Context: an optimization exercise on an open-source flow, tuned for small area, a short achievable clock period and few clock cycles per item. The choices shown serve that exercise and are no tape-out recipe.
RTL that was checked went through simulation tests only; none was proved equivalent to the original.

Design aes128_ctr, start of the top module:
module aes128_ctr (
    input  wire         clk,
    input  wire         rst,
    input  wire         cmd_valid,
    output wire         cmd_ready,
    input  wire [2:0]   cmd_op,
    input  wire [4:0]   cmd_len,
    input  wire [127:0] cmd_data,
    output reg          res_valid,
    output reg          res_err,
    output reg  [127:0] res_data
);
For scale: roughly 40000 cells after synthesis, about 7900 flip-flops, roughly 270 I/O pins.
Settings: LEC_CHECK=0, CAP_MARGIN=20, CORE_MARGIN=2, CORE_UTILIZATION=50, CTS_CLUSTER_DIAMETER=100, CTS_CLUSTER_SIZE=22, PLACE_DENSITY=0.6, SETUP_SLACK_MARGIN=5, SLEW_MARGIN=20, SYNTH_HIERARCHICAL=1; clock period 10.0 ns.
standard.sh (not shown) runs the stock make flow with config.mk's settings and CLKGATE_MAP_FILE= SYNTH_SCRIPT=/design/flow/synth_recipe.tcl, a recipe that flattens the netlist after the stock synthesis.
==> flow/flow/run.sh <==
#!/bin/bash
set -euo pipefail
SETUP_MARGIN=6.3
bash standard.sh SETUP_SLACK_MARGIN=$SETUP_MARGIN finish > standard_flow.log 2>&1
The first run finished but failed the layout checks on antenna violations.
Next try:
--- a/flow/design.v
+++ b/flow/design.v
@@ -187,27 +187,25 @@
   localparam NS = 20;           
   reg [127:0] key;
   reg         kvalid;
   reg [127:0] ctr;
   reg [128*NS-1:0] dt_all;      
   reg              s0_key;      
   reg              s0_set;      
   reg              s0_inc;      
   reg              s0_clr;      
-  reg [127:0] ctr_inc;           
   wire [127:0] ctr_now    = s0_clr ? 128'd0 :
                             s0_set ? dt_all[0 +: 128] :
-                            s0_inc ? ctr_inc : ctr;
+                            s0_inc ? ctr + 128'd1 : ctr;
   wire         kvalid_now = s0_key | (kvalid & ~s0_clr);
   always @(posedge clk) begin
-    ctr     <= ctr_now;
-    ctr_inc <= ctr_now + 128'd1;
-    kvalid  <= kvalid_now;
+    ctr    <= ctr_now;
+    kvalid <= kvalid_now;
     if (s0_key) key <= dt_all[0 +: 128];
   end
   reg         sk_v;         
   reg         rdy;          
   reg [19:0]  kstep;        
   assign cmd_ready = rdy;
   wire         in_v    = sk_v | cmd_valid;
   wire [2:0]   in_op   = sk_v ? OP_KEYEXP : cmd_op;
   wire [4:0]   in_len  = cmd_len;
=> The changed run completed, yet does not pass: antenna violations; wire length barely changes; sequential share of layout area hardly moves; area after synthesis decreases by about 1%; final area decreases by 1.6%; register-to-register slack got worse by 0.04 ns; clock-buffer cell count increases by 16; die area decreases by 0.98%.
No run of this note included a check of the RTL's function; only the layout flow was run.

--- another note on this design; it stands on its own ---

== alpha ==
## aes128_ctr
module aes128_ctr (
    input  wire         clk,
    input  wire         rst,
    input  wire         cmd_valid,
    output wire         cmd_ready,
    input  wire [2:0]   cmd_op,
    input  wire [4:0]   cmd_len,
    input  wire [127:0] cmd_data,
    output reg          res_valid,
    output reg          res_err,
    output reg  [127:0] res_data
);
clock: 10.0 ns
lec_check: 0
cap_margin: 20
core_margin: 2
core_utilization: 50
cts_cluster_diameter: 100
cts_cluster_size: 25
place_density: 0.6
setup_slack_margin: 5
slew_margin: 20
synth_hierarchical: 1
standard.sh (not shown) runs the stock make flow with config.mk's settings and CLKGATE_MAP_FILE= SYNTH_SCRIPT=/design/flow/synth_recipe.tcl, a recipe that flattens the netlist after the stock synthesis.
==> flow/flow/run.sh <==
#!/bin/bash
set -euo pipefail
SETUP_MARGIN=6.5
bash standard.sh SETUP_SLACK_MARGIN=$SETUP_MARGIN MAX_REPAIR_ANTENNAS_ITER_DRT=15 finish > standard_flow.log 2>&1
alpha: no failed stages, no open violations at the end
Testbench counts of alpha, summed over its fixed seeds: cycles 1,128, blocks 896.
[inputs] beta vs alpha
# alpha
export LEC_CHECK = 0
export CAP_MARGIN = 20
export CORE_MARGIN = 2
export CORE_UTILIZATION = 50
export CTS_CLUSTER_DIAMETER = 100
export CTS_CLUSTER_SIZE = 25
export PLACE_DENSITY = 0.6
export SETUP_SLACK_MARGIN = 5
export SLEW_MARGIN = 20
export SYNTH_HIERARCHICAL = 1
create_clock -name core_clock -period 10.0 [get_ports {clk}]
# beta
export LEC_CHECK = 0
export CAP_MARGIN = 20
export CORE_MARGIN = 2
export CORE_UTILIZATION = 50
export CTS_CLUSTER_DIAMETER = 100
export CTS_CLUSTER_SIZE = 20
export PLACE_DENSITY = 0.6
export SETUP_SLACK_MARGIN = 5
export SLEW_MARGIN = 20
export SYNTH_HIERARCHICAL = 1
create_clock -name core_clock -period 10.0 [get_ports {clk}]
Notes after the runs:
beta was carried through to the last stage, and its layout satisfied the timing, DRC and antenna checks. Per the comparison of beta with alpha, worst setup skew after layout picked up an extra 28 ps; fmax lost 2.1 MHz; final wirelength neither gained nor lost much; first-pass GRT wire length neither gained nor lost much. In terms of design area, alpha and beta differ only marginally.

## afterwards: timing with drivers on the ports
The flow's constraints put no driver on any port. The routed layouts listed below were extracted and timed again, unchanged, in two steps. Step 1 sets driving cells, clkbuf_16 on the clock port and buf_2 on the other inputs (assumed; they add their load-dependent delay and slew). Step 2, shift: input delay + t, output delay - t, t = (earliest + latest rising clock arrival at the registers) / 2. This alone moves slack from input paths to output paths. Three values: ideal, step 1, step 2; two values: the first two.
| run | t, ns | setup WS [ns] | hold slack, ns |
|---|---|---|---|
| the first run of note 1 | 1.266 | 6.224 / 6.196 / 5.262 | 0.209 / 0.209 / 0.209 |
| the second run of note 1 | 1.276 | 6.187 / 6.056 / 5.203 | 0.273 / 0.273 / 0.273 |
| alpha | 1.290 | 6.342 / 6.181 / 5.792 | 0.199 / 0.199 / 0.199 |
| beta | 1.310 | 6.314 / 6.154 / 5.782 | 0.242 / 0.242 / 0.242 |
For the second run of note 1, which loses most, drivers alone change the setup slack by -0.131 ns; drivers and shift together by -0.984 ns.
